This design comes from an exercise in tuning for small area, a short achievable clock period and few clock cycles per item on the open sky130 flow, not from production work.
In this exercise RTL edits were held to simulation tests only and were not proved equivalent to the original.
Power and IR drop assume default switching activity.

==> flow/design.v <==
module frame_cipher (
    input  wire        clk,
    input  wire        rst,           
    input  wire        in_valid,
    output wire        in_ready,
    input  wire [63:0] in_raw,
    input  wire [3:0]  in_len,
    output reg         out_valid,
    output wire [1:0]  out_status,    
    output reg         out_bypass,
    output reg         out_marker_ok,
    output reg         out_sum_ok,
    output wire        out_accept,
    output reg  [63:0] out_d,
    output wire [7:0]  out_opcode,
    output wire [15:0] out_value,
    output wire [1:0]  out_kind
);
    localparam [63:0] KEY    = 64'hC4C6C092_4023DC96;    
    localparam [63:0] SUBC   = 64'h844756D6_07939356;    
    localparam [7:0]  MARKER = 8'h0D;
    function [2:0] perm;
        input [2:0] j;
        case (j)
            3'd0: perm = 3'd2;
            3'd1: perm = 3'd4;
            3'd2: perm = 3'd0;
            3'd3: perm = 3'd7;
            3'd4: perm = 3'd1;
            3'd5: perm = 3'd6;
            3'd6: perm = 3'd5;
            default: perm = 3'd3;
        endcase
    endfunction
    function [7:0] lane;
        input [63:0] w;
        input [2:0]  i;
        lane = w[63 - 8*i -: 8];
    endfunction
    reg [63:0] t1;
    integer j;
    always @(*) begin
        for (j = 0; j < 8; j = j + 1)
            t1[63 - 8*j -: 8] = lane(in_raw, perm(j[2:0])) ^ lane(KEY, j[2:0]);
    end
    wire [63:0] t2 = {t1[2:0], t1[63:3]};
    reg [63:0] t3;
    integer i;
    always @(*) begin
        for (i = 0; i < 8; i = i + 1)
            t3[63 - 8*i -: 8] = lane(t2, i[2:0]) - lane(SUBC, i[2:0]);
    end
    wire        bypass = (lane(in_raw, 3'd4) == MARKER);
    wire [63:0] d      = bypass ? in_raw : t3;
    wire marker_ok = bypass | (lane(t2, 3'd4) == 8'h14);
    function sum_is;
        input [7:0] a, b, c, d, k;
        reg   [7:0] s1, c1, x, y, m, cin;
        integer n;
        begin
            s1 = a ^ b ^ c;
            c1 = {(a[6:0] & b[6:0]) | (a[6:0] & c[6:0]) | (b[6:0] & c[6:0]), 1'b0};
            x  = s1 ^ c1 ^ ~d;
            y  = {(s1[6:0] & c1[6:0]) | (s1[6:0] & ~d[6:0]) | (c1[6:0] & ~d[6:0]), 1'b0};
            m  = k - 8'd1;
            cin[0] = 1'b0;
            for (n = 1; n < 8; n = n + 1)
                cin[n] = (x[n-1] ^ y[n-1]) ? ~m[n-1] : (x[n-1] & y[n-1]);
            sum_is = &(~(x ^ y ^ m ^ cin));
        end
    endfunction
    wire sum_ok_plain = sum_is(lane(in_raw, 3'd0), lane(in_raw, 3'd1),
                               lane(in_raw, 3'd2), lane(in_raw, 3'd3), 8'h00);
    wire sum_ok_dec   = sum_is(lane(t2, 3'd0), lane(t2, 3'd1),
                               lane(t2, 3'd2), lane(t2, 3'd3), 8'h4B);
    wire sum_ok = bypass ? sum_ok_plain : sum_ok_dec;
    wire len_ok = (in_len == 4'd8);
    assign in_ready = 1'b1;
    always @(posedge clk) begin
        if (rst)
            out_valid <= 1'b0;
        else
            out_valid <= in_valid;
    end
    reg len_ok_q;
    always @(posedge clk) begin
        len_ok_q      <= len_ok;
        out_bypass    <= bypass;
        out_marker_ok <= marker_ok;
        out_sum_ok    <= sum_ok;
        out_d         <= d;
    end
    assign out_accept = out_marker_ok & out_sum_ok;
    assign out_status = {~len_ok_q, len_ok_q & ~out_accept};
    assign out_opcode = out_d[63:56];
    assign out_value  = out_d[55:40];
    reg [1:0] kind;
    always @(*) begin
        case (out_opcode)
            8'h42:   kind = 2'd0;
            8'h50:   kind = 2'd1;
            8'h41:   kind = 2'd2;
            default: kind = 2'd3;
        endcase
    end
    assign out_kind = kind;
endmodule
Settings: LEC_CHECK=0, CAP_MARGIN=20, CORE_MARGIN=2, CORE_UTILIZATION=40, SLEW_MARGIN=20; clock period 6.0 ns.
standard.sh (not shown) runs the stock make flow with config.mk's settings and CLKGATE_MAP_FILE= SYNTH_SCRIPT=/design/flow/synth_recipe.tcl, a recipe that flattens the netlist after the stock synthesis.
==> flow/flow/run.sh <==
#!/bin/bash
# The standard layout, with the port buffers made from a small buffer cell
# instead of the delay buffer buffer_ports picks by default.
set -euo pipefail
bash standard.sh 'BUFFER_PORTS_ARGS=-buffer_cell sky130_fd_sc_hd__buf_2' finish > standard_flow.log 2>&1
Testbench counts at the start, summed over its fixed seeds: cycles 12,008, items 12,000.
Then changed:
==> flow/flow/run.sh (replaced) <==
#!/bin/bash
# The standard layout, with the port buffers made from a small buffer cell
# instead of the delay buffer buffer_ports picks by default.
set -euo pipefail
bash standard.sh 'BUFFER_PORTS_ARGS=-buffer_cell sky130_fd_sc_hd__buf_1' finish > standard_flow.log 2>&1
--- a/flow/config.mk
+++ b/flow/config.mk
@@ -10,2 +10,3 @@
 export CORE_UTILIZATION = 40
+export SETUP_SLACK_MARGIN = 3.3
 export SLEW_MARGIN = 20
=> Die area is unchanged. Maximum frequency went up by 6.0%. Wire length went up by 1.0%. Total power went down by 1.7%. Combinational power barely changes. Clock power went down by 5.6%.

garnet:
Starts from the design.v that is shown in full above.
==> flow/config.mk <==
export PLATFORM = sky130hd
export DESIGN_NAME = frame_cipher
export DESIGN_NICKNAME = frame_cipher
export VERILOG_FILES = /design/flow/design.v
export SDC_FILE = /design/flow/constraint.sdc
export NUM_CORES = 4
export LEC_CHECK = 0
export CAP_MARGIN = 20
export CORE_MARGIN = 2
export CORE_UTILIZATION = 40
export SLEW_MARGIN = 20
==> flow/constraint.sdc <==
create_clock -name core_clock -period 6.0 [get_ports {clk}]
set_input_delay 1.2000 -clock core_clock [delete_from_list [all_inputs] [get_ports {clk}]]
set_output_delay 1.2000 -clock core_clock [all_outputs]
set_load 0.01 [all_outputs]
run.sh (not shown) runs the stock make flow with config.mk's settings and CLKGATE_MAP_FILE= SYNTH_SCRIPT=/design/flow/synth_recipe.tcl, a recipe that flattens the netlist after the stock synthesis.
Stock flow here: none of the scripts above is used.
Testbench counts of garnet, summed over its fixed seeds: cycles 12,008, items 12,000.
Modified inputs, maple compared to garnet
# garnet
export LEC_CHECK = 0
export CAP_MARGIN = 20
export CORE_MARGIN = 2
export CORE_UTILIZATION = 40
export SLEW_MARGIN = 20
create_clock -name core_clock -period 6.0 [get_ports {clk}]
# maple
export LEC_CHECK = 0
export CAP_MARGIN = 20
export CORE_MARGIN = 2
export CORE_UTILIZATION = 40
export SETUP_SLACK_MARGIN = 3.3
export SLEW_MARGIN = 20
create_clock -name core_clock -period 6.0 [get_ports {clk}]
==> flow/flow/run.sh (new file) <==
#!/bin/bash
# The standard layout, with the port buffers made from a small buffer cell
# instead of the delay buffer buffer_ports picks by default.
set -euo pipefail
bash standard.sh 'BUFFER_PORTS_ARGS=-buffer_cell sky130_fd_sc_hd__buf_2' finish > standard_flow.log 2>&1
==> flow/standard.sh (new file) <==
#!/bin/bash
# synth_recipe.tcl (not shown) runs the flow's synth.tcl, then flattens the netlist and writes it again
# the make line also repeats each setting of config.mk as NAME=value (left out here)
make -C /OpenROAD-flow-scripts/flow DESIGN_CONFIG=/design/flow/config.mk WORK_HOME=/design/flow/orfs CLKGATE_MAP_FILE= SYNTH_SCRIPT=/design/flow/synth_recipe.tcl "${@:-finish}"
removed: flow/run.sh
==> results.txt <==
- maple leaves more setup margin than garnet.
- Sort maple and garnet by portion of the layout cell area used by non-clock buffers desc -> top: garnet
- maple ended up with a lower design area than garnet did.
- Area of the multi-input gates is lower on garnet
- Cmp maple vs garnet: met2 routing resource usage after global routing lower in maple
- Compared with garnet, in maple area share of fa/ha/maj cells after synthesis did not really move; combinational power went down; maximum achievable frequency went up.

Another version of the RTL of frame_cipher (not shown whole).
For scale: roughly 540 cells after synthesis, about 72 flip-flops, roughly 4500 um^2 of cells after synthesis.
==> flow/config.mk <==
export PLATFORM = sky130hd
export DESIGN_NAME = frame_cipher
export DESIGN_NICKNAME = frame_cipher
export VERILOG_FILES = /design/flow/design.v
export SDC_FILE = /design/flow/constraint.sdc
export NUM_CORES = 4
export LEC_CHECK = 0
export CAP_MARGIN = 20
export CORE_MARGIN = 2
export CORE_UTILIZATION = 50
export SETUP_SLACK_MARGIN = 3.6
export SLEW_MARGIN = 20
export SYNTH_HIERARCHICAL = 1
export SYNTH_MINIMUM_KEEP_SIZE = 0
==> flow/constraint.sdc <==
create_clock -name core_clock -period 6.0 [get_ports {clk}]
set_input_delay 1.2000 -clock core_clock [delete_from_list [all_inputs] [get_ports {clk}]]
set_output_delay 1.2000 -clock core_clock [all_outputs]
set_load 0.01 [all_outputs]
standard.sh (not shown) runs the stock make flow with config.mk's settings and CLKGATE_MAP_FILE= SYNTH_SCRIPT=/design/flow/synth_recipe.tcl, a recipe that flattens the netlist after the stock synthesis.
==> flow/flow/run.sh <==
#!/bin/bash
# The standard layout, with the port buffers made from a small buffer cell
# instead of the delay buffer buffer_ports picks by default, and a clock tree
# of larger sink clusters without dummy loads.
set -euo pipefail
bash standard.sh 'BUFFER_PORTS_ARGS=-buffer_cell sky130_fd_sc_hd__buf_1' \
  'CTS_ARGS=-sink_clustering_enable -repair_clock_nets -dont_use_dummy_load -sink_clustering_size 30 -buf_list sky130_fd_sc_hd__clkbuf_4' \
  finish > standard_flow.log 2>&1
The starting point ran to the end with no violations.
Testbench counts at the start, summed over its fixed seeds: cycles 12,008, items 12,000.
Change:
Settings changed: SETUP_SLACK_MARGIN 3.6 to 3.5.
=> The new run completed with no timing, DRC or antenna violations; power went down slightly; first-iteration DRC count went down by roughly a tenth; cell count is lower slightly; utilization falls by 4.0 points; worst hold slack gets better by 0.0043 ns.

static timing again, ports no longer ideal:
How much do the figures lean on ideal ports? The routed layouts below were timed once more, with nothing changed but the port constraints.
Step 1: set_driving_cell puts a clkbuf_16 on clk and a buf_2 on each other input, an assumption about the parent block.
Step 2 adds t to the input delays and takes it off the output delays; t is the mean of the earliest and latest rising clock arrival at the registers after step 1. Input paths then give back, and output paths get back, about the clock's delay inside the block.
a / b / c = no drivers / after step 1 / after step 2; a / b = the first two.
run	shift t [ns]	slack for setup (ns)	hold WS [ns]	worst setup path after step 2	clock arrival spread, ns
the first run of note 1	0.382	2.781 / 2.795 / 2.413	0.989 / 0.977 / 1.359	input to register	0.012 / 0.012
the second run of note 1	0.378	2.964 / 2.955 / 2.577	0.996 / 0.986 / 1.364	input to register	0.016 / 0.016
garnet	0.370	2.364 / 2.373 / 2.003	1.375 / 1.364 / 1.734	input to register	0.013 / 0.013
maple	0.379	2.973 / 2.953 / 2.574	0.992 / 0.986 / 1.365	input to register	0.014 / 0.014
the first run of note 3	0.431	3.456 / 3.425 / 3.193	0.904 / 0.901 / 1.332	input to register	0.048 / 0.048
the second run of note 3	0.433	3.503 / 3.470 / 3.087	0.908 / 0.899 / 1.332	input to register	0.040 / 0.040
After both steps setup and hold are still met in every run listed. The setup slack of the second run of note 3, which loses most, moves by -0.033 ns with the drivers and by -0.416 ns with both steps.
